This is an optimization exercise on Yosys and OpenROAD, whose aim is small area, a short achievable clock period and few clock cycles, not a production implementation. RTL that was checked went through simulation tests only; none was proved equivalent to the original. No functional check of the RTL was part of runs 1 to 3. Power figures rest on the tool's default switching activity, not on a simulated workload.

==> config.mk <==
export PLATFORM = sky130hd
export DESIGN_NAME = midi_framer
export DESIGN_NICKNAME = midi_framer
export VERILOG_FILES = /design/flow/design.v
export SDC_FILE = /design/flow/constraint.sdc
export NUM_CORES = 4
export LEC_CHECK = 0
export ABC_AREA = 1
export CAP_MARGIN = 20
export CORE_MARGIN = 2
export CORE_UTILIZATION = 40
export SLEW_MARGIN = 20
==> constraint.sdc <==
create_clock -name core_clock -period 10.0 [get_ports {clk}]
set_input_delay 2.0000 -clock core_clock [delete_from_list [all_inputs] [get_ports {clk}]]
set_output_delay 2.0000 -clock core_clock [all_outputs]
set_load 0.01 [all_outputs]
==> design.v <==
module midi_framer (
  input  wire       clk,
  input  wire       rst,         
  input  wire       ev_valid,
  output wire       ev_ready,
  input  wire       ev_idle,     
  input  wire [7:0] ev_byte,
  output wire       wr_valid,
  input  wire       wr_ready,
  output wire [7:0] wr_addr,
  output wire [7:0] wr_data
);
  localparam [1:0] C_OTHER = 2'd0, C_RAW = 2'd1, C_ON = 2'd2, C_OFF = 2'd3;
  localparam [1:0] P_NONE = 2'd0, P_LSB = 2'd1, P_MSB = 2'd2;
  reg  [9:0] tc;
  reg        lf;         
  reg  [6:0] te;
  reg        pn;         
  reg  [6:0] vn0, vn1, vn2;
  reg  [2:0] vk0, vk1, vk2;
  reg  [2:0] due;
  reg        sv;
  reg  [1:0] cls;
  reg        cnt;
  reg  [6:0] fn;
  reg        ir_v;
  reg        iw;         
  reg        ir_idle;
  reg  [7:0] ir_b;
  reg        sr;         
  reg        mp;         
  reg        mo;         
  reg        h_v;
  reg  [6:0] h_a;
  reg  [7:0] h_d;
  reg  [1:0] ph;         
  reg  [1:0] hs;
  reg  [2:0] pm;         
  assign ev_ready = ~(iw & (mp | h_v));
  assign wr_valid = mo | h_v;
  assign wr_addr  = mo ? 8'h07 : {1'b0, h_a};
  assign wr_data  = mo ? 8'h38 : h_d;
  wire busy  = mp | h_v;
  wire proc  = ir_v & ~(iw & busy);
  wire occ0 = (vn0 != 7'd0), occ1 = (vn1 != 7'd0), occ2 = (vn2 != 7'd0);
  wire [2:0] evm = due & {3{pn}};
  wire [6:0] v  = ir_b[6:0];
  wire       vz = (v == 7'd0);
  wire m0 = (vn0 == fn), m1 = (vn1 == fn), m2 = (vn2 == fn);
  wire       mf = m0 | m1 | m2;
  wire [1:0] ms = m0 ? 2'd0 : m1 ? 2'd1 : 2'd2;
  wire       ff = ~occ0 | ~occ1 | ~occ2;
  wire [1:0] fs = ~occ0 ? 2'd0 : ~occ1 ? 2'd1 : 2'd2;
  wire       do_raw   = (cls == C_RAW);
  wire       do_alloc = (cls == C_ON) & ~vz;
  wire       do_rel   = ((cls == C_ON) & vz) | (cls == C_OFF);
  wire       a_found  = mf | ff;
  wire [1:0] a_s      = mf ? ms : fs;
  wire       touch    = (do_alloc & a_found) | (do_rel & mf);
  wire       msg_more = do_raw | touch;
  wire [1:0] t_s      = do_alloc ? a_s : ms;                
  localparam [9:0] TC_534 = 10'h05D, TC_536 = 10'h175, TC_998 = 10'h159;
  localparam [2:0] VK_4 = 3'd5, VK_5 = 3'd6, VK_6 = 3'd3, VK_1 = 3'd4;
  wire tc0   = (tc == 10'd0);
  wire late  = (te >= 7'd61) & (te <= 7'd64) & lf;
  wire [2:0] nload = tc0 ? ((te >= 7'd62) ? VK_5 : VK_4) : (late ? VK_6 : VK_5);
  wire [9:0] tc_inc = {tc[8:0], ~(tc[9] ^ tc[6])};
  wire [6:0]  hn  = (hs == 2'd0) ? vn0 : (hs == 2'd1) ? vn1 : vn2;
  wire [11:0] hft;                       
  ftab_rom u_ftab (.n(hn), .y(hft));
  wire [1:0] pm_s = pm[0] ? 2'd0 : pm[1] ? 2'd1 : 2'd2;
  wire [1:0] ev_s = evm[0] ? 2'd0 : evm[1] ? 2'd1 : 2'd2;
  wire p_idle  = proc & ir_idle;
  wire p_pass  = p_idle & pn;
  wire p_stat  = proc & ~ir_idle & ir_b[7];
  wire p_d1    = proc & ~ir_idle & ~ir_b[7] & sv & ~cnt;
  wire p_msg   = sr;
  wire p_wpass = p_pass & (|due);
  wire       sv_n  = sv | p_stat;
  wire       cnt_n = p_stat ? 1'b0 : p_d1 ? 1'b1 : p_msg ? 1'b0 : cnt;
  wire       pn_n  = p_pass ? 1'b0 :
                     p_idle ? ((tc == TC_998) | ((te == 7'd65) & (tc == TC_534))) : pn;
  wire [2:0] due_n;
  assign due_n[0] = p_pass ? (occ0 & (vk0 == VK_1)) : (p_msg & touch & (t_s == 2'd0)) ? 1'b0 : due[0];
  assign due_n[1] = p_pass ? (occ1 & (vk1 == VK_1)) : (p_msg & touch & (t_s == 2'd1)) ? 1'b0 : due[1];
  assign due_n[2] = p_pass ? (occ2 & (vk2 == VK_1)) : (p_msg & touch & (t_s == 2'd2)) ? 1'b0 : due[2];
  wire       xfer   = ~mp & h_v & wr_ready;                  
  wire       mp_n   = mo & ~wr_ready;
  wire       h_v_n  = p_msg   ? msg_more :
                      p_wpass ? 1'b1 :
                      xfer    ? ((ph != P_NONE) | (pm != 3'd0)) : h_v;
  wire [1:0] ph_n   = p_msg ? (do_alloc ? P_LSB : P_NONE) :
                      p_wpass ? P_NONE :
                      (xfer & (ph == P_LSB)) ? P_MSB :
                      (xfer & (ph == P_MSB)) ? P_NONE : ph;
  wire       keep   = ir_v & ~proc;
  wire       take   = ev_valid & ev_ready;
  wire       b_d2   = ~ev_byte[7] & sv_n & cnt_n;
  wire       iw_in  = ev_idle ? (pn_n & (|due_n)) : b_d2;
  wire       iw_n   = keep ? iw  : (take & iw_in);
  wire       idle_n = keep ? ir_idle : ev_idle;
  wire       sr_n   = iw_n & ~idle_n & ~mp_n & ~h_v_n;
  wire       mo_n   = mp_n | sr_n;
  always @(posedge clk) begin
    if (~keep) begin
      ir_idle <= ev_idle;
      ir_b    <= ev_byte;
    end
    if (rst) begin
      ir_v <= 1'b0;
      iw   <= 1'b0;
      sr   <= 1'b0;
      pn   <= 1'b0;
      due  <= 3'd0;
      sv   <= 1'b0;
      cnt  <= 1'b0;
      mp   <= 1'b0;
      mo   <= 1'b0;
      h_v  <= 1'b0;
    end else begin
      ir_v <= keep | take;
      iw   <= iw_n;
      sr   <= sr_n;
      pn   <= pn_n;
      due  <= due_n;
      sv   <= sv_n;
      cnt  <= cnt_n;
      mp   <= mp_n;
      mo   <= mo_n;
      h_v  <= h_v_n;
    end
    ph <= ph_n;
    if (rst) begin
      tc <= 10'd0;
      te <= 7'd0;
      lf <= 1'b0;
    end else if (p_idle) begin
      if (pn) begin
        tc <= 10'd0;
        te <= (te == 7'd65) ? 7'd0 : te + 7'd1;
        lf <= 1'b0;
      end else begin
        tc <= tc_inc;
        if (tc == TC_536) lf <= 1'b1;
      end
    end
    if (rst) begin
      vn0 <= 7'd0;
      vn1 <= 7'd0;
      vn2 <= 7'd0;
    end else if (p_pass) begin
      if (due[0]) vn0 <= 7'd0;
      if (due[1]) vn1 <= 7'd0;
      if (due[2]) vn2 <= 7'd0;
    end else if (p_msg & touch) begin
      case (t_s)
        2'd0: vn0 <= do_alloc ? fn : 7'd0;
        2'd1: vn1 <= do_alloc ? fn : 7'd0;
        default: vn2 <= do_alloc ? fn : 7'd0;
      endcase
    end
    if (p_pass) begin
      vk0 <= {vk0[1:0], ~(vk0[2] ^ vk0[1])};
      vk1 <= {vk1[1:0], ~(vk1[2] ^ vk1[1])};
      vk2 <= {vk2[1:0], ~(vk2[2] ^ vk2[1])};
    end else if (p_msg & touch) begin
      case (t_s)
        2'd0: vk0 <= nload;
        2'd1: vk1 <= nload;
        default: vk2 <= nload;
      endcase
    end
    if (p_stat)
      cls <= (ir_b == 8'h85)       ? C_RAW :
             (ir_b[6:4] == 3'b001) ? C_ON  :
             (ir_b[6:4] == 3'b000) ? C_OFF : C_OTHER;
    if (p_d1)
      fn <= v;
    if (p_msg) begin
      pm  <= 3'd0;
      hs  <= a_s;
      h_a <= do_raw ? fn : {5'd2, t_s};
      h_d <= do_raw ? {1'b0, v} : do_alloc ? 8'h0F : 8'h00;
    end else if (p_wpass) begin
      pm  <= evm & ~(3'd1 << ev_s);
      h_a <= {5'd2, ev_s};
      h_d <= 8'h00;
    end else if (xfer) begin
      if (ph == P_LSB) begin
        h_a <= {4'd0, hs, 1'b0};
        h_d <= hft[7:0];
      end else if (ph == P_MSB) begin
        h_a <= {4'd0, hs, 1'b1};
        h_d <= {4'd0, hft[11:8]};
      end else if (pm != 3'd0) begin
        h_a <= {5'd2, pm_s};
        h_d <= 8'h00;
        pm  <= pm & ~(3'd1 << pm_s);
      end
    end
  end
endmodule
module ftab_rom(n, y);
  input [6:0] n;
  wire [6:0] n;
  output [11:0] y;
  wire [11:0] y;
  wire _000_;
  wire _001_;
  wire _002_;
  wire _003_;
  wire _004_;
  wire _005_;
  wire _006_;
  wire _007_;
  wire _008_;
  wire _009_;
  wire _010_;
  wire _011_;
  wire _012_;
  wire _013_;
  wire _014_;
  wire _015_;
  wire _016_;
  wire _017_;
  wire _018_;
  wire _019_;
  wire _020_;
  wire _021_;
  wire _022_;
  wire _023_;
  wire _024_;
  wire _025_;
  wire _026_;
  wire _027_;
  wire _028_;
  wire _029_;
  wire _030_;
  wire _031_;
  wire _032_;
  wire _033_;
  wire _034_;
  wire _035_;
  wire _036_;
  wire _037_;
  wire _038_;
  wire _039_;
  wire _040_;
  wire _041_;
  wire _042_;
  wire _043_;
  wire _044_;
  wire _045_;
  wire _046_;
  wire _047_;
  wire _048_;
  wire _049_;
  wire _050_;
  wire _051_;
  wire _052_;
  wire _053_;
  wire _054_;
  wire _055_;
  wire _056_;
  wire _057_;
  wire _058_;
  wire _059_;
  wire _060_;
  wire _061_;
  wire _062_;
  wire _063_;
  wire _064_;
  wire _065_;
  wire _066_;
  wire _067_;
  wire _068_;
  wire _069_;
  wire _070_;
  wire _071_;
  wire _072_;
  wire _073_;
  wire _074_;
  wire _075_;
  wire _076_;
  wire _077_;
  wire _078_;
  wire _079_;
  wire _080_;
  wire _081_;
  wire _082_;
  wire _083_;
  wire _084_;
  wire _085_;
  wire _086_;
  wire _087_;
  wire _088_;
  wire _089_;
  wire _090_;
  wire _091_;
  wire _092_;
  wire _093_;
  wire _094_;
  wire _095_;
  wire _096_;
  wire _097_;
  wire _098_;
  wire _099_;
  wire _100_;
  wire _101_;
  wire _102_;
  wire _103_;
  wire _104_;
  wire _105_;
  wire _106_;
  wire _107_;
  wire _108_;
  wire _109_;
  wire _110_;
  wire _111_;
  wire _112_;
  wire _113_;
  wire _114_;
  wire _115_;
  wire _116_;
  wire _117_;
  wire _118_;
  wire _119_;
  wire _120_;
  wire _121_;
  wire _122_;
  wire _123_;
  wire _124_;
  wire _125_;
  wire _126_;
  wire _127_;
  wire _128_;
  wire _129_;
  wire _130_;
  wire _131_;
  wire _132_;
  wire _133_;
  wire _134_;
  wire _135_;
  wire _136_;
  wire _137_;
  wire _138_;
  wire _139_;
  wire _140_;
  wire _141_;
  wire _142_;
  wire _143_;
  wire _144_;
  wire _145_;
  wire _146_;
  wire _147_;
  wire _148_;
  wire _149_;
  wire _150_;
  wire _151_;
  wire _152_;
  wire _153_;
  wire _154_;
  wire _155_;
  wire _156_;
  wire _157_;
  wire _158_;
  wire _159_;
  wire _160_;
  wire _161_;
  wire _162_;
  wire _163_;
  wire _164_;
  wire _165_;
  wire _166_;
  wire _167_;
  wire _168_;
  wire _169_;
  wire _170_;
  wire _171_;
  wire _172_;
  wire _173_;
  wire _174_;
  wire _175_;
  wire _176_;
  wire _177_;
  wire _178_;
  wire _179_;
  wire _180_;
  wire _181_;
  wire _182_;
  wire _183_;
  wire _184_;
  wire _185_;
  wire _186_;
  wire _187_;
  wire _188_;
  wire _189_;
  wire _190_;
  wire _191_;
  wire _192_;
  wire _193_;
  wire _194_;
  wire _195_;
  wire _196_;
  wire _197_;
  wire _198_;
  wire _199_;
  assign _096_ = ~n[6];
  assign _106_ = n[2] & n[1];
  assign _117_ = ~(n[2] | n[1]);
  assign _127_ = n[3] ? _106_ : _117_;
  assign _129_ = _127_ | n[4];
  assign _130_ = ~n[4];
  assign _131_ = ~n[3];
  assign _132_ = ~(n[2] & n[1]);
  assign _133_ = n[0] & n[1];
  assign _134_ = _133_ | n[2];
  assign _135_ = _131_ ? _132_ : _134_;
  assign _136_ = _135_ | _130_;
  assign _137_ = n[5] ? _129_ : _136_;
  assign y[10] = _096_ & ~(_137_);
  assign _138_ = n[3] & ~(_117_);
  assign _139_ = ~(n[2] ^ n[1]);
  assign _140_ = n[2] & ~(n[0]);
  assign _141_ = _139_ & ~(_140_);
  assign _142_ = n[3] ? _132_ : _141_;
  assign _143_ = n[4] ? _138_ : _142_;
  assign _144_ = ~(n[0] | n[2]);
  assign _145_ = _139_ | _144_;
  assign _146_ = _131_ ? _132_ : _145_;
  assign _147_ = _146_ | _130_;
  assign _148_ = n[5] ? _143_ : _147_;
  assign y[9] = _096_ & ~(_148_);
  assign _149_ = ~n[5];
  assign _150_ = ~n[1];
  assign _151_ = n[0] ^ n[1];
  assign _152_ = n[2] ? _150_ : _151_;
  assign _153_ = _132_ | n[0];
  assign _154_ = n[3] ? _152_ : _153_;
  assign _155_ = n[4] & ~(_154_);
  assign _156_ = ~n[2];
  assign _157_ = _156_ ? n[1] : _133_;
  assign _158_ = n[3] ? _139_ : _157_;
  assign _159_ = n[2] | n[1];
  assign _160_ = _156_ & ~(_133_);
  assign _161_ = n[3] ? _159_ : _160_;
  assign _162_ = _130_ ? _158_ : _161_;
  assign _163_ = _149_ ? _155_ : _162_;
  assign _164_ = _106_ | n[3];
  assign _165_ = _164_ | n[4];
  assign _166_ = _149_ & ~(_165_);
  assign y[8] = _096_ ? _163_ : _166_;
  assign _167_ = ~n[0];
  assign _168_ = _132_ | _167_;
  assign _169_ = n[1] & ~(n[0]);
  assign _170_ = n[2] ? n[0] : _169_;
  assign _171_ = _131_ ? _168_ : _170_;
  assign _172_ = n[4] & ~(_171_);
  assign _173_ = _167_ ? n[3] : _156_;
  assign _174_ = _150_ ? n[2] : _173_;
  assign _175_ = ~(n[0] ^ n[1]);
  assign _176_ = _156_ ? _167_ : _175_;
  assign _177_ = n[3] ? n[1] : _176_;
  assign _178_ = n[4] ? _174_ : _177_;
  assign _179_ = _149_ ? _172_ : _178_;
  assign _180_ = _131_ & ~(_106_);
  assign _181_ = _159_ | n[3];
  assign _182_ = _130_ ? _180_ : _181_;
  assign _183_ = _149_ & ~(_182_);
  assign y[7] = _096_ ? _179_ : _183_;
  assign _184_ = n[1] & ~(_144_);
  assign _185_ = _131_ ? _153_ : _184_;
  assign _186_ = n[4] & ~(_185_);
  assign _187_ = n[1] ? n[0] : n[2];
  assign _188_ = n[3] ? _167_ : _187_;
  assign _189_ = n[2] ? n[1] : _175_;
  assign _190_ = _131_ ? _189_ : _157_;
  assign _191_ = _130_ ? _188_ : _190_;
  assign _192_ = _149_ ? _186_ : _191_;
  assign _193_ = n[2] ^ n[1];
  assign _194_ = n[3] ? _134_ : _193_;
  assign _195_ = n[4] ? _127_ : _194_;
  assign _196_ = _149_ & ~(_195_);
  assign y[6] = _096_ ? _192_ : _196_;
  assign _197_ = _130_ & ~(_138_);
  assign _198_ = _140_ | _193_;
  assign _199_ = n[3] ? _106_ : _198_;
  assign _000_ = _193_ & ~(_144_);
  assign _001_ = _131_ ? n[1] : _000_;
  assign _002_ = n[4] ? _199_ : _001_;
  assign _003_ = n[5] ? _197_ : _002_;
  assign _004_ = n[0] | ~(n[1]);
  assign _005_ = n[2] ? _167_ : _004_;
  assign _006_ = _156_ ? _167_ : _004_;
  assign _007_ = _131_ ? _005_ : _006_;
  assign _008_ = ~(n[0] & n[1]);
  assign _009_ = _131_ ? _008_ : _141_;
  assign _010_ = n[4] ? _007_ : _009_;
  assign _011_ = _167_ ? _156_ : _193_;
  assign _012_ = _131_ ? _153_ : _011_;
  assign _013_ = n[4] & ~(_012_);
  assign _014_ = n[5] ? _010_ : _013_;
  assign y[5] = n[6] ? _003_ : _014_;
  assign _015_ = n[4] ? _180_ : _161_;
  assign _016_ = n[2] ? n[1] : _004_;
  assign _017_ = _131_ ? _167_ : _016_;
  assign _018_ = n[4] ? _158_ : _017_;
  assign _019_ = n[5] ? _015_ : _018_;
  assign _020_ = n[0] & ~(n[1]);
  assign _021_ = n[2] ? _020_ : _169_;
  assign _022_ = _193_ | _167_;
  assign _023_ = _131_ ? _021_ : _022_;
  assign _024_ = _144_ | _150_;
  assign _025_ = _156_ ? _133_ : _175_;
  assign _026_ = _131_ ? _024_ : _025_;
  assign _027_ = _130_ ? _023_ : _026_;
  assign _028_ = _131_ ? _132_ : _006_;
  assign _029_ = n[4] & ~(_028_);
  assign _030_ = n[5] ? _027_ : _029_;
  assign y[4] = n[6] ? _019_ : _030_;
  assign _031_ = _117_ | _167_;
  assign _032_ = _167_ ? n[2] : _139_;
  assign _033_ = n[3] ? _031_ : _032_;
  assign _034_ = n[0] | ~(n[2]);
  assign _035_ = _156_ ? n[1] : _169_;
  assign _036_ = _131_ ? _034_ : _035_;
  assign _037_ = n[4] ? _033_ : _036_;
  assign _038_ = _156_ & ~(_020_);
  assign _039_ = _038_ | _131_;
  assign _040_ = n[4] & ~(_039_);
  assign _041_ = n[5] ? _037_ : _040_;
  assign _042_ = n[4] ? _164_ : _174_;
  assign _043_ = n[3] ? n[1] : _006_;
  assign _044_ = n[2] ? _167_ : _175_;
  assign _045_ = _131_ ? _141_ : _044_;
  assign _046_ = n[4] ? _043_ : _045_;
  assign _047_ = n[5] ? _042_ : _046_;
  assign y[3] = _096_ ? _041_ : _047_;
  assign _048_ = n[1] | ~(n[0]);
  assign _049_ = _156_ ? _048_ : _169_;
  assign _050_ = _131_ ? _168_ : _049_;
  assign _051_ = n[4] & ~(_050_);
  assign _052_ = _008_ | n[2];
  assign _053_ = _131_ & ~(_020_);
  assign _054_ = _052_ & ~(_053_);
  assign _055_ = _156_ & ~(_175_);
  assign _056_ = n[0] | n[1];
  assign _057_ = _156_ ? n[0] : _056_;
  assign _058_ = n[3] ? _055_ : _057_;
  assign _059_ = _130_ ? _054_ : _058_;
  assign _060_ = _149_ ? _051_ : _059_;
  assign _061_ = n[2] ? _048_ : _004_;
  assign _062_ = _156_ ? n[1] : _175_;
  assign _063_ = _131_ ? _061_ : _062_;
  assign _064_ = n[3] ? _156_ : _139_;
  assign _065_ = _130_ ? _063_ : _064_;
  assign _066_ = n[1] | ~(n[2]);
  assign _067_ = ~(_066_ & n[0]);
  assign _068_ = _131_ ? _022_ : _067_;
  assign _069_ = n[3] ? _167_ : _062_;
  assign _070_ = _130_ ? _068_ : _069_;
  assign _071_ = n[5] ? _065_ : _070_;
  assign y[2] = _096_ ? _060_ : _071_;
  assign _072_ = ~(n[0] | n[1]);
  assign _073_ = _156_ ? _020_ : _072_;
  assign _074_ = _131_ ? _153_ : _073_;
  assign _075_ = n[4] & ~(_074_);
  assign _076_ = n[2] ? _167_ : _020_;
  assign _077_ = _133_ | _144_;
  assign _078_ = _131_ ? _076_ : _077_;
  assign _079_ = n[2] ? _020_ : _004_;
  assign _080_ = n[3] ? _150_ : _079_;
  assign _081_ = n[4] ? _078_ : _080_;
  assign _082_ = _149_ ? _075_ : _081_;
  assign _083_ = n[0] & n[2];
  assign _084_ = _083_ | _144_;
  assign _085_ = n[2] ? _169_ : _175_;
  assign _086_ = n[3] ? _084_ : _085_;
  assign _087_ = _144_ | n[1];
  assign _088_ = n[2] ? _008_ : _072_;
  assign _089_ = _131_ ? _087_ : _088_;
  assign _090_ = _130_ ? _086_ : _089_;
  assign _091_ = n[2] & n[3];
  assign _092_ = _167_ ? n[1] : _132_;
  assign _093_ = _092_ ? _131_ : _091_;
  assign _094_ = _140_ | _117_;
  assign _095_ = n[3] ? _145_ : _094_;
  assign _097_ = _130_ ? _093_ : _095_;
  assign _098_ = n[5] ? _090_ : _097_;
  assign y[1] = _096_ ? _082_ : _098_;
  assign _099_ = _139_ | _167_;
  assign _100_ = n[2] ? n[0] : _151_;
  assign _101_ = _131_ ? _099_ : _100_;
  assign _102_ = _175_ & ~(n[2]);
  assign _103_ = _131_ & ~(_083_);
  assign _104_ = _103_ | _102_;
  assign _105_ = _130_ ? _101_ : _104_;
  assign _107_ = _193_ & ~(_020_);
  assign _108_ = _107_ | _131_;
  assign _109_ = n[4] & ~(_108_);
  assign _110_ = n[5] ? _105_ : _109_;
  assign _111_ = _156_ ? _167_ : _048_;
  assign _112_ = n[3] ? _187_ : _111_;
  assign _113_ = _133_ | _117_;
  assign _114_ = n[2] ? _150_ : _175_;
  assign _115_ = _131_ ? _113_ : _114_;
  assign _116_ = _130_ ? _112_ : _115_;
  assign _118_ = n[2] ? _048_ : _151_;
  assign _119_ = _156_ ? _020_ : _175_;
  assign _120_ = _131_ ? _118_ : _119_;
  assign _121_ = _156_ ? _167_ : _056_;
  assign _122_ = n[3] ? _066_ : _121_;
  assign _123_ = n[4] ? _120_ : _122_;
  assign _124_ = _149_ ? _116_ : _123_;
  assign y[0] = _096_ ? _110_ : _124_;
  assign _125_ = n[4] & ~(_180_);
  assign _126_ = _130_ & ~(_181_);
  assign _128_ = _149_ ? _125_ : _126_;
  assign y[11] = _128_ & ~(n[6]);
endmodule
==> flow/run.sh <==
#!/bin/bash
# Layout: the standard ORFS flow, with repair_timing aiming for extra setup slack
# and plain buffers on the ports (still one buffer per port, as the standard flow).
set -euo pipefail
bash standard.sh \
  SETUP_SLACK_MARGIN=7 \
  TNS_END_PERCENT=100 \
  MATCH_CELL_FOOTPRINT=0 \
  "BUFFER_PORTS_ARGS=-buffer_cell sky130_fd_sc_hd__buf_4" \
  finish > flow_make.log 2>&1
==> standard.sh <==
#!/bin/bash
# synth_recipe.tcl (not shown) runs the flow's synth.tcl, then flattens the netlist and writes it again
# the make line also repeats each setting of config.mk as NAME=value (left out here)
make -C /OpenROAD-flow-scripts/flow DESIGN_CONFIG=/design/flow/config.mk WORK_HOME=/design/flow/orfs CLKGATE_MAP_FILE= SYNTH_SCRIPT=/design/flow/synth_recipe.tcl "${@:-finish}"
==> run notes, run 1 <==
* CTS Buf Count at 9
* Residual DRC at 0
* Leakage at 0.00312 uW
* First-pass GRT wire length at 29600 um
* GR Util All Layers at 21.6%
* Startpoint Class: register
* Ports at 31
* Yosys top cell by area: edfxtp_1
* Post-route ant nets at 0
* Top cell type's share of synthesized area at 20.9%
* Vias per cell at 5.38
* Post-route minimum period at 3.21 ns
* FF+latch count, synth at 100
* Top_reg_cell synth: dfxtp_1
* Endpoint type of the worst setup path: output port
* Die height at 131 um
* Register area share after synthesis at 37.9%
* Period utilisation layout at 32.1%
* Synth Area in Adders at 3.10%
* Fmax at 312 MHz
* Synthesized net count at 937
* Fill cell count at 1651
* Ant. Diodes at 0
* CTS max path bufs at 2
* Simple-gate share of the synthesized area at 28.6%
* Critical Path AT at 1.21 ns
* Setup Viol. Count Final at 0
* Sequential share of power at 52.0%
* Avg Cell Area, Syn at 7.12 um^2
* Worst-path clk slew at 0.07 ns
* Die ar. at 17200 um^2
* Clock latency (worst-skew pair) at 0.36 ns
* Die X at 131 um
* Worst path slowest cell: dfxtp_4
* Pwr Total at 850 uW
* Crit-path max FO at 8
* Max-Slew Margin vs Limit at 56.9%
* Iteration-0 DRC Markers at 789
* TritonRoute pass-1 iters at 7
* DP Wirelength at 13600 um
* Compound-Gate Fraction of Synth Area at 17.8%
* Clock sink count at 100
* Hold Crit Depth at 2
* Main area contributors after synthesis: edfxtp_1, dfxtp_1, nand2_1
* Ratio of cells with drive above 1 in the final layout at 14.8%
* Reg2reg start: hs[1]
* Final nets at 970
* Setup Skew at 0.0107 ns
* Cell count after synthesis at 908
* FF-to-FF End: h_d[3]
* Starting Density at 40.8%
* Placer Congestion at 0.900
* Largest family of logic cells by synthesized area: simple AND/OR/NAND/NOR gates
* Max-cap violation count at 0
* Htree depth at 3
* Number of global-route vias before repair at 5707
* Hold Slack at 0.485 ns
* Sw Share at 23.2%
* Sum Neg Setup Slack at 0 ns
* Critical path required time at 8.00 ns
* Synth Cell Area at 6460 um^2
* RSZ-0062 raised after global routing: true
* Final slew viol count at 0
* Comb power frac at 6.2%
* Area grow syn2layout at 14.2%
* Hold Buf Count CTS at 0
* Clock network fraction of total power at 41.8%
* WHS Endpoint: ir_idle
* Post-synthesis mux area share at 0%
* Largest net degree at the start of global routing at 36
* Max stage delay on crit path at 0.38 ns
* Cell Int Power at 653 uW
* Gr ovfl total at 0
* Net switching power at 197 uW
* Average routed wire per standard cell at 16.2 um
* Pwr dens at 115 nW/um^2
* Num rows at 46
* Asr flop ratio synth at 0%
* Post-synth EDFFs at 45
* Slew @ Worst Pin at 0.647 ns
* Antenna violations before repair at 0
* Clock Tree Root: clkbuf_16
* Routed via count at 6255
* Worst Hold Class: register to register
* Core area at 15800 um^2
* Crit path cell chain: buf_8 -> nor2_2 -> buf_4
* Peak supply drop at 0.0000975 V
* CTS tree: built
* R2R setup slack at 7.09 ns
* IO buf count at 29
* Worst Hold Launch: ir_idle
* XOR/XNOR share of the synthesized area at 1.49%
* CP Class: register to output port
* Final Hold Vio Count at 0
* Synth cell types at 54
* Drt total wl at 18900 um
* Ys Warns at 1
* Reg2reg path depth at 17
* Outcome: finished clean
[worst max-delay path by stage]
stage	from	end	cells past startpoint
2_1_floorplan	wr_ready	h_a[0]	6
3_3_place_gp	h_v	vn1[5]	10
3_5_place_dp	mp	vn1[1]	10
4_1_cts	mo	wr_data[7]	4
5_1_grt	mo	wr_data[7]	4
6_report	mo	wr_addr[4]	3
[power by group through the flow]
| stage | clock (uW) | combinational, uW | sequential, uW |
|---|---|---|---|
| floorplan | 0 | 35.0 | 449 |
| global placement | 0 | 49.0 | 451 |
| detailed placement | 0 | 48.9 | 451 |
| CTS | 363 | 51.5 | 442 |
| global route | 382 | 59.4 | 442 |
| finish | 355 | 52.7 | 442 |
[cell families (layout without fill, tap and decap cells)]
| family | Yosys count | count (layout) |
|---|---|---|
| simple gates | 420 | 420 |
| compound gates | 197 | 198 |
| buf+inv | 163 | 200 |
| flops | 100 | 100 |
| fa+ha+maj | 16 | 16 |
| xor+xnor | 11 | 11 |
| other cells | 1 | 1 |
[repair_timing]
item,in CTS,in global routing
endpoints found under the setup margin,59,35
buffers inserted,5,16
pin swaps,4,8
cloned,1,0
gates resized for setup,26,21
[worst max-delay path: cells and delay by family, from the launching register on]
| family | cells | cell delay (ns) |
|---|---|---|
| AND/OR/NAND/NOR | 1 | 0.17 |
| buffers and inverters | 2 | 0.30 |
| flip-flops | 1 | 0.38 |
[routing by layer]
metal  vias to the layer above  global-route usage [%]  share of wire, %
li1                       3084                       -                 -
met1                      2856                    28.7                43
met2                       265                    35.3                48
met3                        50                    3.74               7.2
met4                         0                    7.91               2.7
met5                         -                       0                 0
[cells in the mapped netlist, types with 2 or more instances]
cell type,number
o31ai_1,5
xor2_1,3
nor3_1,21
o21bai_1,2
buf_4,6
nor3b_1,3
a21oi_1,61
o311ai_1,3
a311oi_1,2
o221ai_1,5
a211oi_1,4
nor2_4,4
o21ai_2,2
nor4_1,4
nand3_2,3
nand4_1,13
a31oi_1,6
dfxtp_1,55
o311ai_0,2
buf_6,8
edfxtp_1,45
o21ai_1,17
buf_2,7
o22ai_1,3
nand2_4,2
xnor2_1,8
nand2_1,195
nand3_1,43
or2_2,7
a41oi_1,2
inv_1,113
inv_2,18
ha_1,16
nor2_2,4
o211ai_1,8
clkbuf_1,8
o21ai_0,65
nor2_1,108
a22oi_1,3
nand2_2,10
[flip-flops by register name, summed over array words and instances, names as in the netlist, 2 cells and up, named ones only]
name,flops
vn1,7
vn2,7
pm,3
tc,10
vk1,3
vn0,7
h_d,8
ir_b,8
ph,2
h_a,7
fn,7
hs,2
vk2,3
vk0,3
te,7
cls,2
due,3
[placed cells by master, fill, tap and decap left out, drive strengths merged, types with 4 or more instances in the layout]
cell,count
nand2,207
inv,132
nor2,116
o21ai,84
a21oi,62
dfxtp,55
buf,51
nand3,46
edfxtp,45
nor3,22
ha,16
nand4,13
clkbuf,10
o211ai,10
xnor2,8
or2,7
a31oi,6
o31ai,5
o221ai,5
o311ai,5
nor4,4
a211oi,4
[stage by stage]
step           setup WS, ns  cell area [um^2]  utilization, %  cells
4_1_cts                6.81              7190            45.5   1146
3_5_place_dp           6.50              6750            42.6   1124
3_3_place_gp           6.53              6750            42.6   1124
6_report               6.79              7380            46.7   1162
5_1_grt                6.77              7380            46.7   1162
2_1_floorplan          7.06              6470               -    908
[final cells by class]
type	instances	area [um^2]	share of cell area [%]
timing repair buffer	51	433	5.86
sequential	100	2460	33.3
tap	216	270	3.66
inverter	133	517	7.00
multi-input combinational	646	3400	46.1
clock inverter	6	72.6	0.983
clock buffer	10	229	3.10
==> run 2: changes to the inputs <==
--- a/config.mk
+++ b/config.mk
@@ -9,4 +9,6 @@
 export CAP_MARGIN = 20
 export CORE_MARGIN = 2
 export CORE_UTILIZATION = 40
+export CTS_BUF_LIST = sky130_fd_sc_hd__clkbuf_8
+export CTS_CLUSTER_SIZE = 40
 export SLEW_MARGIN = 20
==> run notes, run 2 <==
* CTS tree: built
* Drt total wl at 18900 um (about the same)
* Most common cell in the netlist: nand2_1
* IO buf count at 29 (unchanged)
* Critical path required time at 8.00 ns (about the same)
* DP Wirelength at 13600 um (unchanged)
* Post-route setup slack at 6.78 ns (-0.0139 ns)
* Gr ovfl total at 0 (unchanged)
* Final nets at 969 (-0.10%)
* Die X at 131 um (unchanged)
* FF+latch count, synth at 100 (unchanged)
* Reg2reg path depth at 17 (unchanged)
* Leakage at 0.00307 uW (-1.4%)
* Startpoint Class: register
* Htree depth at 3 (unchanged)
* Max-cap violation count at 0 (unchanged)
* Hold Buf Count CTS at 0 (unchanged)
* Worst Hold Class: register to register
* Hold Slack at 0.491 ns (+0.00656 ns)
* Vias per cell at 5.31 (-1.3%)
* Ports at 31 (unchanged)
* Setup Viol. Count Final at 0 (unchanged)
* Critical Path AT at 1.22 ns (about the same)
* Pwr dens at 104 nW/um^2 (-9.5%)
* Final Hold Vio Count at 0 (unchanged)
* Die ar. at 17200 um^2 (unchanged)
* Num rows at 46 (unchanged)
* Area grow syn2layout at 12.9%
* Yosys top cell by area: edfxtp_1
* Register area share after synthesis at 37.9% (unchanged)
* Setup Skew at 0.0162 ns (+0.00559 ns)
* Synth cell types at 54 (unchanged)
* Clock sink count at 100 (unchanged)
* GR Util All Layers at 21.5% (-0.066 points)
* Iteration-0 DRC Markers at 825 (+4.6%)
* Ant. Diodes at 0 (unchanged)
* Max-Slew Margin vs Limit at 58.4% (+1.5 points)
* Placer Congestion at 0.900 (unchanged)
* Fin cells at 1161 (-0.086%)
* CP Class: register to output port
* Cell count after placement at 1124 (unchanged)
* Regs by FF count: tc x10, h_d x8, ir_b x8
* Top_reg_cell synth: dfxtp_1
* Core area at 15800 um^2 (unchanged)
* CTS max path bufs at 2 (unchanged)
* Asr flop ratio synth at 0% (unchanged)
* Endpoint type of the worst setup path: output port
* Crit-path max FO at 8 (unchanged)
* Avg Cell Area, Syn at 7.12 um^2 (unchanged)
* Fmax at 311 MHz (-0.43%)
* Post-route ant nets at 0 (unchanged)
* First-pass GRT wire length at 29600 um (-0.11%)
* Max reg flops at 10 (unchanged)
* Top cell type's share of synthesized area at 20.9% (unchanged)
* CTS Buf Count at 9 (unchanged)
* Final slew viol count at 0 (unchanged)
* Average routed wire per standard cell at 16.3 um (+0.13%)
* Post-synth EDFFs at 45 (unchanged)
* Synth Cell Area at 6460 um^2 (unchanged)
* Number of global-route vias before repair at 5700 (-0.12%)
* Worst-path clk slew at 0.09 ns (+0.02 ns)
* Clock latency (worst-skew pair) at 0.38 ns (+0.02 ns)
* Main area contributors after synthesis: edfxtp_1, dfxtp_1, nand2_1
* Routed via count at 6168 (-1.4%)
* Residual DRC at 0 (unchanged)
* Ys Warns at 1 (unchanged)
* DP Worst Slack at 6.50 ns (unchanged)
* Die height at 131 um (unchanged)
* Clock Tree Root: clkbuf_8
* Post-route minimum period at 3.22 ns (+0.0139 ns)
* Outcome: finished clean
* Sum Neg Setup Slack at 0 ns (unchanged)
* Biggest register: tc
* Most frequent cells in the layout: nand2_1, inv_1, nor2_1
* Commonest non-fill, non-tap cell in the layout: nand2_1
* Synthesized net count at 937 (unchanged)
* Fill cell count at 1665 (+0.85%)
* Ratio of cells with drive above 1 in the final layout at 14.8% (+0.016 points)
* Cell count after synthesis at 908 (unchanged)
* Largest net degree at the start of global routing at 36 (unchanged)
* TritonRoute pass-1 iters at 6 (-1)
* Peak supply drop at 0.0000771 V (-21%)
* Final core utilization at 46.1% (-0.55 points)
* Top cells by count, synth: nand2_1, inv_1, nor2_1
* Hold Crit Depth at 2 (unchanged)
* Starting Density at 40.8% (unchanged)
* Period utilisation layout at 32.2% (+0.14 points)
* Antenna violations before repair at 0 (unchanged)
* RSZ-0062 raised after global routing: true
* Slew @ Worst Pin at 0.622 ns (-0.0245 ns)
## run 2: cell counts after synthesis
No cell type changed its count.
## run 2: layout make-up
type | instances | area (um^2) | area share [%]
Clock inverter | 7 | 76.3 | 1.05
Sequential cell | 100 | 2460 | 33.7
Tap cell | 216 | 270 | 3.70
Inverter | 133 | 514 | 7.05
Clock buffer | 9 | 124 | 1.70
Multi-Input combinational cell | 646 | 3410 | 46.8
Timing Repair Buffer | 50 | 438 | 6.00
## run 2: worst max-delay path, cell delays in order (launching register included)
cell	delay [ns]
dfxtp_4	0.39
buf_8	0.15
buf_6	0.12
nor2_2	0.07
buf_4	0.12
## run 2: what timing repair did
action,4_1_cts,5_1_grt
setup buffers,5,15
cloned,1,0
pin swaps,4,7
setup endpoints to repair,59,36
resized for setup,27,21
## run 2: final timing paths
path	startpoint	endpoint	slack (ns)
setup reg to reg	hs[1]	h_d[3]	7.14
setup / recovery	mo	wr_data[6]	6.78
hold / removal	ir_idle	ir_idle	0.49
hold reg to reg	ir_idle	ir_idle	0.49
## run 2: cells by family after synthesis
family,after synthesis,synth area share [%]
AOI/OAI and AO/OA,197,17.8
xor gates and xnor gates,11,1.49
adders and majority gates,16,3.10
buffers and inverters,163,11.1
DFF,100,37.9
other,1,0.0580
and+or+nand+nor,420,28.6
## run 2: metal layers
metal	vias up	wire [um]	share of wire, %	global-route usage [%]
li1	3081	-	-	-
met1	2795	8180	43	28.6
met2	260	8980	48	35.6
met3	32	1350	7.1	3.51
met4	0	363	1.9	7.25
met5	-	0	0	0
## run 2: metrics by stage
stage | area, um^2 | power, uW
2_1_floorplan | 6470 | 484
4_1_cts | 7100 | 766
3_3_place_gp | 6750 | 500
5_1_grt | 7300 | 792
6_report | 7300 | 760
3_5_place_dp | 6750 | 500
## run 2: power breakdown
part           internal [uW]  switching [uW]
Clock                    117             148
Combinational           21.1            31.9
Sequential               435            6.85
Total                    573             187
==> run 3: changes to the inputs <==
--- a/design.v
+++ b/design.v
@@ -25,6 +25,7 @@
   reg  [6:0] fn;
   reg        ir_v;
   reg        iw;         
+  reg        id1;        
   reg        ir_idle;
   reg  [7:0] ir_b;
   reg        sr;         
@@ -34,14 +35,15 @@
   reg  [6:0] h_a;
   reg  [7:0] h_d;
   reg  [1:0] ph;         
+  reg        ap;         
   reg  [1:0] hs;
   reg  [2:0] pm;         
-  assign ev_ready = ~(iw & (mp | h_v));
+  assign ev_ready = ~((iw & (mp | h_v)) | (id1 & ap));
   assign wr_valid = mo | h_v;
   assign wr_addr  = mo ? 8'h07 : {1'b0, h_a};
   assign wr_data  = mo ? 8'h38 : h_d;
   wire busy  = mp | h_v;
-  wire proc  = ir_v & ~(iw & busy);
+  wire proc  = ir_v & ~(iw & busy) & ~(id1 & ap);
   wire occ0 = (vn0 != 7'd0), occ1 = (vn1 != 7'd0), occ2 = (vn2 != 7'd0);
   wire [2:0] evm = due & {3{pn}};
   wire [6:0] v  = ir_b[6:0];
@@ -65,15 +67,14 @@
   wire late  = (te >= 7'd61) & (te <= 7'd64) & lf;
   wire [2:0] nload = tc0 ? ((te >= 7'd62) ? VK_5 : VK_4) : (late ? VK_6 : VK_5);
   wire [9:0] tc_inc = {tc[8:0], ~(tc[9] ^ tc[6])};
-  wire [6:0]  hn  = (hs == 2'd0) ? vn0 : (hs == 2'd1) ? vn1 : vn2;
   wire [11:0] hft;                       
-  ftab_rom u_ftab (.n(hn), .y(hft));
+  ftab_rom u_ftab (.n(fn), .y(hft));
   wire [1:0] pm_s = pm[0] ? 2'd0 : pm[1] ? 2'd1 : 2'd2;
   wire [1:0] ev_s = evm[0] ? 2'd0 : evm[1] ? 2'd1 : 2'd2;
   wire p_idle  = proc & ir_idle;
   wire p_pass  = p_idle & pn;
   wire p_stat  = proc & ~ir_idle & ir_b[7];
-  wire p_d1    = proc & ~ir_idle & ~ir_b[7] & sv & ~cnt;
+  wire p_d1    = proc & id1;
   wire p_msg   = sr;
   wire p_wpass = p_pass & (|due);
   wire       sv_n  = sv | p_stat;
@@ -98,6 +99,7 @@
   wire       b_d2   = ~ev_byte[7] & sv_n & cnt_n;
   wire       iw_in  = ev_idle ? (pn_n & (|due_n)) : b_d2;
   wire       iw_n   = keep ? iw  : (take & iw_in);
+  wire       id1_n  = keep ? id1 : (take & ~ev_idle & ~ev_byte[7] & sv_n & ~cnt_n);
   wire       idle_n = keep ? ir_idle : ev_idle;
   wire       sr_n   = iw_n & ~idle_n & ~mp_n & ~h_v_n;
   wire       mo_n   = mp_n | sr_n;
@@ -109,6 +111,7 @@
     if (rst) begin
       ir_v <= 1'b0;
       iw   <= 1'b0;
+      id1  <= 1'b0;
       sr   <= 1'b0;
       pn   <= 1'b0;
       due  <= 3'd0;
@@ -120,6 +123,7 @@
     end else begin
       ir_v <= keep | take;
       iw   <= iw_n;
+      id1  <= id1_n;
       sr   <= sr_n;
       pn   <= pn_n;
       due  <= due_n;
@@ -130,6 +134,7 @@
       h_v  <= h_v_n;
     end
     ph <= ph_n;
+    ap <= h_v_n & (ph_n != P_NONE);
     if (rst) begin
       tc <= 10'd0;
       te <= 7'd0;
==> run notes, run 3 <==
* Outcome: finished clean
* Comb power frac at 7.4% (+0.4 points)
* Crit-path max FO at 8 (unchanged)
* CTS Buf Count at 9 (unchanged)
* Die X at 131 um (-0.40%)
* First-pass GRT wire length at 28300 um (-4.2%)
* DP Worst Slack at 6.37 ns (-0.132 ns)
* Critical path required time at 8.00 ns (about the same)
* Starting Density at 40.7% (-0.18 points)
* Clock sink count at 102 (+2.0%)
* Hold Buf Count CTS at 0 (unchanged)
* Register area share after synthesis at 38.6% (+0.62 points)
* Critical Path AT at 1.22 ns (about the same)
* Startpoint Class: register
* Leakage at 0.00313 uW (+1.7%)
* Max reg flops at 10 (unchanged)
* TritonRoute pass-1 iters at 5 (-1)
* Clock network fraction of total power at 31.2% (-3.7 points)
* Max-Slew Margin vs Limit at 51.8% (-6.5 points)
* CTS tree: built
* Yosys top cell by area: edfxtp_1
* Iteration-0 DRC Markers at 554 (-33%)
* Largest net degree at the start of global routing at 33 (-8.3%)
* Most common cell in the netlist: nand2_1
* Biggest register: tc
* Hold Slack at 0.476 ns (-0.0159 ns)
* Synthesized net count at 923 (-1.5%)
* Fill cell count at 1655 (-0.60%)
* Core area at 15800 um^2 (-0.36%)
* Pwr dens at 99.8 nW/um^2 (-4.2%)
* GR Util All Layers at 21.2% (-0.26 points)
* Max stage delay on crit path at 0.36 ns (-0.03 ns)
* Residual DRC at 0 (unchanged)
* Sequential share of power at 61.3% (+3.2 points)
* Setup Viol. Count Final at 0 (unchanged)
* Setup Skew at 0.0114 ns (-0.00485 ns)
* Vias per cell at 5.32 (about the same)
* Top cells by count, synth: nand2_1, nor2_1, inv_1
* Die ar. at 17100 um^2 (-0.79%)
* Fmax at 311 MHz (about the same)
* Worst path slowest cell: dfxtp_4
* Final slew viol count at 0 (unchanged)
* RSZ-0062 raised after global routing: true
* Ant. Diodes at 0 (unchanged)
* Final Hold Vio Count at 0 (unchanged)
* Htree depth at 3 (unchanged)
* Reg2reg path depth at 23 (+6)
* Average routed wire per standard cell at 15.9 um (-2.2%)
* Commonest non-fill, non-tap cell in the layout: nand2_1
* Ys Warns at 1 (unchanged)
* Placer Congestion at 0.921 (+2.3%)
* Cell Int Power at 547 uW (-4.6%)
* Endpoint type of the worst setup path: output port
* Peak supply drop at 0.0000902 V (+17%)
* Slew @ Worst Pin at 0.722 ns (+0.0995 ns)
* Post-route ant nets at 0 (unchanged)
* Num rows at 46 (unchanged)
* Clock Tree Root: clkbuf_8
* Final nets at 958 (-1.1%)
* DP Wirelength at 12500 um (-8.1%)
* Ports at 31 (unchanged)
* FF+latch count, synth at 102 (+2.0%)
* Ratio of cells with drive above 1 in the final layout at 15.0% (+0.17 points)
* Area taken by flip-flops and latches at 2480 um^2 (+0.81%)
* Sw Share at 24.8% (+0.20 points)
* Clock latency (worst-skew pair) at 0.38 ns (about the same)
* IO buf count at 29 (unchanged)
* Antenna violations before repair at 0 (unchanged)
* Period utilisation layout at 32.2% (about the same)
* Drt total wl at 18300 um (-3.2%)
* CP Class: register to output port
* Number of global-route vias before repair at 5588 (-2.0%)
* Sum Neg Setup Slack at 0 ns (unchanged)
* Routed via count at 6114 (-0.88%)
* Asr flop ratio synth at 0% (unchanged)
* Main area contributors after synthesis: edfxtp_1, dfxtp_1, nand2_1
* Synth cell types at 56 (+3.7%)
* Area grow syn2layout at 13.7%
* Synth Cell Area at 6410 um^2 (-0.81%)
* Avg Cell Area, Syn at 7.17 um^2 (+0.74%)
* Post-route minimum period at 3.22 ns (-0.00181 ns)
* Gr ovfl total at 0 (unchanged)
* Crit path cell chain: buf_6 -> buf_12 -> nor2_4 -> buf_6
* Worst-path clk slew at 0.10 ns (about the same)
* Net switching power at 180 uW (-3.5%)
* Cell count after synthesis at 894 (-1.5%)
* Post-synth EDFFs at 43 (-4.4%)
* CP most frequent cell: buf_6
* Top cell type's share of synthesized area at 20.1% (-0.77 points)
* CTS max path bufs at 2 (unchanged)
* Die height at 131 um (-0.40%)
* Most frequent cells in the layout: nand2_1, nor2_1, inv_1
* Regs by FF count: tc x10, h_d x8, ir_b x8
* Multi-input logic area at 3350 um^2 (-1.8%)
* Top_reg_cell synth: dfxtp_1
* Hold Crit Depth at 2 (unchanged)
* Max-cap violation count at 0 (unchanged)
* Post-route setup slack at 6.78 ns (+0.00181 ns)
* Worst Hold Class: register to register
run 3: cell types whose count changed after synthesis, sizes merged, moves of 4 or more:
cell and delta:
inv -10, o21ai +8, nand4 -5, a21oi -7
nor3 +4, o2111ai +4, xor2 +4, dfxtp +4
clkbuf +11, nand3 -9, nor2 +24, nand2 -35
run 3: layout make-up:
class                      count  area share [%]
timing repair buffer          63            7.54
clock inverter                 7           0.481
inverter                     123            6.51
tap                          216            3.71
sequential                   102            34.0
multi-input combinational    630            46.0
clock buffer                   9            1.70
run 3: routing by layer:
layer	share of wire (%)	track usage, %
met5	0	0
met4	1.8	7.88
met3	5.1	3.05
met2	47	34.2
met1	46	29.1
run 3: through the flow:
stage	utilization, %	power (uW)	area (um^2)	std cells
after CTS	44.4	733	7000	1136
after global routing	46.2	755	7290	1150
final	46.2	727	7290	1150
after global placement	42.5	508	6700	1104
after detailed placement	42.5	508	6700	1104
after floorplan	-	492	6410	894
run 3: power by group through the flow:
stage	combinational, uW	clock (uW)	sequential [uW]
6_report	54.0	227	446
3_3_place_gp	52.0	0	456
5_1_grt	60.8	248	447
4_1_cts	52.7	234	446
3_5_place_dp	52.2	0	456
2_1_floorplan	37.4	0	454
run 3: critical path: cells and delay by family, from the launching register on:
kind / cells / cell delay (ns)
simple gates: 1 / 0.09
buf+inv: 3 / 0.39
flops: 1 / 0.36
run 3: path summary, 6_finish.rpt:
path	startpoint	to	slack, ns
worst min register to register	lf	lf	0.48
worst min-delay path	lf	lf	0.48
worst max register to register	iw	mo	6.99
worst max-delay path	mo	wr_data[1]	6.78
run 3: repair_timing:
item                       in CTS  in global routing
setup endpoints to repair      36                 67
buffers inserted               16                 14
resized for setup               7                 61
pin swaps                       1                 16
run 3: kinds of logic (layout without fill, tap and decap cells):
kind of cell | count (synthesis) | count (layout) | synth area share (%)
buffers and inverters | 162 | 202 | 10.8
adders and majority gates | 16 | 16 | 3.12
other | 1 | 1 | 0.0585
AOI/OAI and AO/OA | 204 | 204 | 18.8
DFF | 102 | 102 | 38.6
xor gates and xnor gates | 12 | 12 | 1.64
and+or+nand+nor | 397 | 397 | 27.0
==> run 4: changes to the inputs <==
--- a/design.v
+++ b/design.v
@@ -11,14 +11,14 @@
   output wire [7:0] wr_data
 );
   localparam [1:0] C_OTHER = 2'd0, C_RAW = 2'd1, C_ON = 2'd2, C_OFF = 2'd3;
-  localparam [1:0] P_NONE = 2'd0, P_LSB = 2'd1, P_MSB = 2'd2;
+  localparam [9:0] TC_534 = 10'h05D, TC_536 = 10'h175, TC_998 = 10'h159;
+  localparam [2:0] VK_4 = 3'd5, VK_5 = 3'd6, VK_6 = 3'd3, VK_0 = 3'd0;
   reg  [9:0] tc;
-  reg        lf;         
   reg  [6:0] te;
+  reg        lf;         
   reg        pn;         
   reg  [6:0] vn0, vn1, vn2;
   reg  [2:0] vk0, vk1, vk2;
-  reg  [2:0] due;
   reg        sv;
   reg  [1:0] cls;
   reg        cnt;
@@ -31,21 +31,20 @@
   reg        sr;         
   reg        mp;         
   reg        mo;         
-  reg        h_v;
+  reg        h_v;        
   reg  [6:0] h_a;
   reg  [7:0] h_d;
-  reg  [1:0] ph;         
-  reg        ap;         
-  reg  [1:0] hs;
+  reg        hr;         
   reg  [2:0] pm;         
+  reg        ap;         
   assign ev_ready = ~((iw & (mp | h_v)) | (id1 & ap));
   assign wr_valid = mo | h_v;
   assign wr_addr  = mo ? 8'h07 : {1'b0, h_a};
   assign wr_data  = mo ? 8'h38 : h_d;
-  wire busy  = mp | h_v;
-  wire proc  = ir_v & ~(iw & busy) & ~(id1 & ap);
+  wire busy = mp | h_v;
+  wire proc = ir_v & ~(iw & busy) & ~(id1 & ap);
   wire occ0 = (vn0 != 7'd0), occ1 = (vn1 != 7'd0), occ2 = (vn2 != 7'd0);
-  wire [2:0] evm = due & {3{pn}};
+  wire [2:0] evm = {occ2 & (vk2 == VK_0), occ1 & (vk1 == VK_0), occ0 & (vk0 == VK_0)};
   wire [6:0] v  = ir_b[6:0];
   wire       vz = (v == 7'd0);
   wire m0 = (vn0 == fn), m1 = (vn1 == fn), m2 = (vn2 == fn);
@@ -57,12 +56,9 @@
   wire       do_alloc = (cls == C_ON) & ~vz;
   wire       do_rel   = ((cls == C_ON) & vz) | (cls == C_OFF);
   wire       a_found  = mf | ff;
-  wire [1:0] a_s      = mf ? ms : fs;
   wire       touch    = (do_alloc & a_found) | (do_rel & mf);
   wire       msg_more = do_raw | touch;
-  wire [1:0] t_s      = do_alloc ? a_s : ms;                
-  localparam [9:0] TC_534 = 10'h05D, TC_536 = 10'h175, TC_998 = 10'h159;
-  localparam [2:0] VK_4 = 3'd5, VK_5 = 3'd6, VK_6 = 3'd3, VK_1 = 3'd4;
+  wire [1:0] t_s      = (do_alloc & ~mf) ? fs : ms;         
   wire tc0   = (tc == 10'd0);
   wire late  = (te >= 7'd61) & (te <= 7'd64) & lf;
   wire [2:0] nload = tc0 ? ((te >= 7'd62) ? VK_5 : VK_4) : (late ? VK_6 : VK_5);
@@ -76,28 +72,23 @@
   wire p_stat  = proc & ~ir_idle & ir_b[7];
   wire p_d1    = proc & id1;
   wire p_msg   = sr;
-  wire p_wpass = p_pass & (|due);
+  wire p_wpass = p_pass & (|evm);
+  wire k_on  = ~hr &  h_a[3] & h_d[0];
+  wire k_lsb = ~hr & ~h_a[3] & ~h_a[0];
   wire       sv_n  = sv | p_stat;
   wire       cnt_n = p_stat ? 1'b0 : p_d1 ? 1'b1 : p_msg ? 1'b0 : cnt;
   wire       pn_n  = p_pass ? 1'b0 :
                      p_idle ? ((tc == TC_998) | ((te == 7'd65) & (tc == TC_534))) : pn;
-  wire [2:0] due_n;
-  assign due_n[0] = p_pass ? (occ0 & (vk0 == VK_1)) : (p_msg & touch & (t_s == 2'd0)) ? 1'b0 : due[0];
-  assign due_n[1] = p_pass ? (occ1 & (vk1 == VK_1)) : (p_msg & touch & (t_s == 2'd1)) ? 1'b0 : due[1];
-  assign due_n[2] = p_pass ? (occ2 & (vk2 == VK_1)) : (p_msg & touch & (t_s == 2'd2)) ? 1'b0 : due[2];
   wire       xfer   = ~mp & h_v & wr_ready;                  
   wire       mp_n   = mo & ~wr_ready;
   wire       h_v_n  = p_msg   ? msg_more :
                       p_wpass ? 1'b1 :
-                      xfer    ? ((ph != P_NONE) | (pm != 3'd0)) : h_v;
-  wire [1:0] ph_n   = p_msg ? (do_alloc ? P_LSB : P_NONE) :
-                      p_wpass ? P_NONE :
-                      (xfer & (ph == P_LSB)) ? P_MSB :
-                      (xfer & (ph == P_MSB)) ? P_NONE : ph;
+                      xfer    ? (k_on | k_lsb | (pm != 3'd0)) : h_v;
+  wire       ap_n   = p_msg   ? (do_alloc & a_found) :
+                      xfer    ? k_on : ap;
   wire       keep   = ir_v & ~proc;
   wire       take   = ev_valid & ev_ready;
-  wire       b_d2   = ~ev_byte[7] & sv_n & cnt_n;
-  wire       iw_in  = ev_idle ? (pn_n & (|due_n)) : b_d2;
+  wire       iw_in  = ev_idle ? pn_n : (~ev_byte[7] & sv_n & cnt_n);
   wire       iw_n   = keep ? iw  : (take & iw_in);
   wire       id1_n  = keep ? id1 : (take & ~ev_idle & ~ev_byte[7] & sv_n & ~cnt_n);
   wire       idle_n = keep ? ir_idle : ev_idle;
@@ -114,27 +105,25 @@
       id1  <= 1'b0;
       sr   <= 1'b0;
       pn   <= 1'b0;
-      due  <= 3'd0;
       sv   <= 1'b0;
       cnt  <= 1'b0;
       mp   <= 1'b0;
       mo   <= 1'b0;
       h_v  <= 1'b0;
+      ap   <= 1'b0;
     end else begin
       ir_v <= keep | take;
       iw   <= iw_n;
       id1  <= id1_n;
       sr   <= sr_n;
       pn   <= pn_n;
-      due  <= due_n;
       sv   <= sv_n;
       cnt  <= cnt_n;
       mp   <= mp_n;
       mo   <= mo_n;
       h_v  <= h_v_n;
+      ap   <= ap_n;
     end
-    ph <= ph_n;
-    ap <= h_v_n & (ph_n != P_NONE);
     if (rst) begin
       tc <= 10'd0;
       te <= 7'd0;
@@ -154,9 +143,9 @@
       vn1 <= 7'd0;
       vn2 <= 7'd0;
     end else if (p_pass) begin
-      if (due[0]) vn0 <= 7'd0;
-      if (due[1]) vn1 <= 7'd0;
-      if (due[2]) vn2 <= 7'd0;
+      if (evm[0]) vn0 <= 7'd0;
+      if (evm[1]) vn1 <= 7'd0;
+      if (evm[2]) vn2 <= 7'd0;
     end else if (p_msg & touch) begin
       case (t_s)
         2'd0: vn0 <= do_alloc ? fn : 7'd0;
@@ -182,20 +171,21 @@
     if (p_d1)
       fn <= v;
     if (p_msg) begin
+      hr  <= do_raw;
       pm  <= 3'd0;
-      hs  <= a_s;
       h_a <= do_raw ? fn : {5'd2, t_s};
       h_d <= do_raw ? {1'b0, v} : do_alloc ? 8'h0F : 8'h00;
     end else if (p_wpass) begin
+      hr  <= 1'b0;
       pm  <= evm & ~(3'd1 << ev_s);
       h_a <= {5'd2, ev_s};
       h_d <= 8'h00;
     end else if (xfer) begin
-      if (ph == P_LSB) begin
-        h_a <= {4'd0, hs, 1'b0};
+      if (k_on) begin
+        h_a <= {4'd0, h_a[1:0], 1'b0};
         h_d <= hft[7:0];
-      end else if (ph == P_MSB) begin
-        h_a <= {4'd0, hs, 1'b1};
+      end else if (k_lsb) begin
+        h_a <= {h_a[6:1], 1'b1};
         h_d <= {4'd0, hft[11:8]};
       end else if (pm != 3'd0) begin
         h_a <= {5'd2, pm_s};
==> run notes, run 4 <==
* Main area contributors after synthesis: edfxtp_1, dfxtp_1, nand2_1
* Residual DRC at 0 (unchanged)
* Top cells by count, synth: nand2_1, nor2_1, inv_1
* Ports at 31 (unchanged)
* Fin cells at 1135 (-1.3%)
* Drt total wl at 17100 um (-6.7%)
* CTS Buf Count at 9 (unchanged)
* FF+latch count, synth at 96 (-5.9%)
* Worst-path clk slew at 0.10 ns (about the same)
* Gr ovfl total at 0 (unchanged)
* Die X at 129 um (-0.94%)
* Critical path required time at 8.00 ns (about the same)
* Max reg flops at 10 (unchanged)
* Iteration-0 DRC Markers at 550 (-0.72%)
* Clock latency (worst-skew pair) at 0.38 ns (about the same)
* Max-Slew Margin vs Limit at 49.2% (-2.7 points)
* R2R setup slack at 7.28 ns (+0.29 ns)
* Crit path cell chain: buf_8 -> nor2_2 -> buf_4
* Register area share after synthesis at 37.3% (-1.3 points)
* Core area at 15300 um^2 (-3.2%)
* CTS tree: built
* Crit-path max FO at 8 (unchanged)
* Buffers and inverters on the worst path at 2 (-1)
* Hold Crit Depth at 2 (unchanged)
* Average routed wire per standard cell at 15.0 um (-5.4%)
* Synthesized net count at 928 (+0.54%)
* Max-cap violation count at 0 (unchanged)
* Biggest register: tc
* Family with the most delay on the worst path: flip-flops
* Num rows at 45 (-2.2%)
* Endpoint type of the worst setup path: output port
* Setup Skew at 0.00927 ns (-0.00212 ns)
* Ys Warns at 1 (unchanged)
* DP Worst Slack at 6.75 ns (+0.376 ns)
* Setup Viol. Count Final at 0 (unchanged)
* Outcome: finished clean
* Vias per cell at 5.21 (-1.9%)
* Asr flop ratio synth at 0% (unchanged)
* Pwr Total at 698 uW (-4.0%)
* Die height at 129 um (-0.94%)
* Pwr dens at 101 nW/um^2 (+1.1%)
* Starting Density at 41.2% (+0.55 points)
* Most common cell in the netlist: nand2_1
* Max stage delay on crit path at 0.39 ns (+0.03 ns)
* Clock Tree Root: clkbuf_8
* Final nets at 945 (-1.4%)
* Avg Cell Area, Syn at 6.97 um^2 (-2.8%)
* Critical Path AT at 1.13 ns (-0.09 ns)
* Post-route setup slack at 6.87 ns (+0.0854 ns)
* Yosys top cell by area: edfxtp_1
* First-pass GRT wire length at 27500 um (-3.0%)
* Hold Slack at 0.477 ns (+0.00129 ns)
* Post-route minimum period at 3.13 ns (-0.0854 ns)
* Worst Setup SP: mo
* Synth Cell Area at 6290 um^2 (-1.9%)
* Number of global-route vias before repair at 5447 (-2.5%)
* Top_reg_cell synth: dfxtp_1
* CP Class: register to output port
* Ratio of cells with drive above 1 in the final layout at 13.7% (-1.2 points)
* Final Hold Vio Count at 0 (unchanged)
* Regs by FF count: tc x10, h_d x8, ir_b x8
* Die ar. at 16700 um^2 (-1.9%)
* Peak supply drop at 0.0000816 V (-9.5%)
* Worst Hold Launch: lf
* Htree depth at 3 (unchanged)
* Routed via count at 5919 (-3.2%)
* Reg2reg path depth at 10 (-57%)
* Ant. Diodes at 0 (unchanged)
* Antenna violations before repair at 0 (unchanged)
* Area grow syn2layout at 10.1%
* Most frequent cells in the layout: nand2_1, nor2_1, inv_1
* Placer Congestion at 0.908 (-1.5%)
* Sum Neg Setup Slack at 0 ns (unchanged)
* Clock sink count at 96 (-5.9%)
* Cell count after placement at 1110 (+0.54%)
* Largest net degree at the start of global routing at 37 (+12%)
* Synth cell types at 52 (-7.1%)
* DP Wirelength at 12000 um (-3.6%)
* Worst path slowest cell: dfxtp_4
* FF-to-FF End: h_a[4]
* RSZ-0062 raised after global routing: true
* CTS max path bufs at 2 (unchanged)
* Commonest non-fill, non-tap cell in the layout: nand2_1
* IO buf count at 29 (unchanged)
* GR Util All Layers at 20.9% (-0.38 points)
* Slew @ Worst Pin at 0.761 ns (+0.0397 ns)
* Leakage at 0.00306 uW (-2.1%)
* Cell count after synthesis at 902 (+0.89%)
* Fmax at 319 MHz (+2.7%)
* Period utilisation layout at 31.3% (-0.85 points)
* Final slew viol count at 0 (unchanged)
* Top cell type's share of synthesized area at 20.1% (-0.081 points)
* WHS Endpoint: lf
* Worst Hold Class: register to register
* Reg2reg start: mp
* Post-route ant nets at 0 (unchanged)
* TritonRoute pass-1 iters at 8 (+3)
* Post-synth EDFFs at 42 (-2.3%)
* Startpoint Class: register
[run 4: cell types whose count changed in the layout (fill, tap and decap cells not counted), moves of 9 or more]
| cell | before | now |
|---|---|---|
| buf_4 | 45 | 33 |
| inv_1 | 111 | 100 |
| nand2_1 | 159 | 215 |
| buf_6 | 17 | 8 |
| nor2_4 | 13 | 4 |
| nor2_2 | 1 | 16 |
| o21ai_0 | 73 | 53 |
| nor2_1 | 125 | 105 |
| o21ai_1 | 16 | 4 |
| nand3_1 | 32 | 67 |
[run 4: cells by family (layout without fill, tap and decap cells)]
family | after synthesis | in the layout | synth area share, %
flops | 96 | 96 | 37.3
other cells | 1 | 1 | 0.0596
simple gates | 468 | 469 | 32.8
xor+xnor | 15 | 15 | 2.09
fa+ha+maj | 13 | 13 | 2.59
buf+inv | 153 | 174 | 10.4
compound gates | 156 | 156 | 14.8
[run 4: how the worst max path moves through the flow]
stage	to	slack, ns	cells after the start
after floorplan	wr_data[5]	7.18	2
after global placement	te[5]	6.81	4
after detailed placement	te[5]	6.75	4
after CTS	ev_ready	6.85	4
after global routing	wr_data[3]	6.82	2
final	wr_data[2]	6.87	3
[run 4: power breakdown]
group          internal, uW  switching (uW)
clock network          93.5             150
logic                  13.4            21.9
registers               414            4.71
total                   521             177
[run 4: timing repair]
| action | 4_1_cts | 5_1_grt |
|---|---|---|
| gates resized for setup | 23 | 8 |
| setup buffers | 2 | 6 |
| pin swaps | 12 | 3 |
| setup endpoints to repair | 17 | 36 |
| gates cloned | 0 | 1 |
| hold buffers | 0 | 0 |
[run 4: area by class of cell]
cell class	count	area, um^2
Clock buffer	9	124
Clock inverter	7	55.1
Fill cell	1657	8340
Inverter	116	439
Multi-Input combinational cell	654	3340
Sequential cell	96	2350
Tap cell	211	264
Timing Repair Buffer	42	353
[run 4: tightest hold or removal path: stages, from the launching register on]
cell,delay [ns]
dfxtp_1,0.31
inv_1,0.07
a21oi_1,0.06
[run 4: per-stage QoR]
step | util, % | instance area, um^2
6_report | 45.4 | 6920
2_1_floorplan | - | 6290
3_3_place_gp | 43.2 | 6590
3_5_place_dp | 43.2 | 6590
5_1_grt | 45.4 | 6920
4_1_cts | 44.8 | 6840
[run 4: metal layers]
layer,GRT usage [%],share of wire [%],up-vias
met5,0,0,-
met4,6.39,2.2,0
met3,3.92,5.9,34
met2,33.6,46,196
met1,28.5,46,2691
li1,-,-,2998
Testbench counts of run 4, summed over its fixed seeds: cycles 233,299.

-- what the ideal ports hide --
Ports are ideal in the flow. The routed layouts listed here were re-timed in OpenROAD.
Step 1: set_driving_cell puts a clkbuf_16 on clk and a buf_2 on each other input, an assumption about the parent block.
Step 2 times the ports against the registers' clock, not the clock port: input delays grow and output delays shrink by t, the midpoint of the rising clock arrivals with the driver on.
Three values: ideal, step 1, step 2; two values: the first two.
run | t, ns | setup WS [ns] | worst setup path at the end | slew at the worst register clock pin (ns)
run 1 | 0.391 | 6.793 / 6.753 / 6.731 | input to register | 0.07 / 0.07
run 2 | 0.410 | 6.780 / 6.744 / 6.730 | input to register | 0.11 / 0.11
run 3 | 0.407 | 6.781 / 6.746 / 6.739 | input to register | 0.10 / 0.10
run 4 | 0.415 | 6.867 / 6.831 / 6.743 | input to register | 0.10 / 0.10
After both steps setup and hold are still met in every run listed. The setup slack of run 4, which loses most, moves by -0.036 ns with the drivers and by -0.124 ns with both steps.
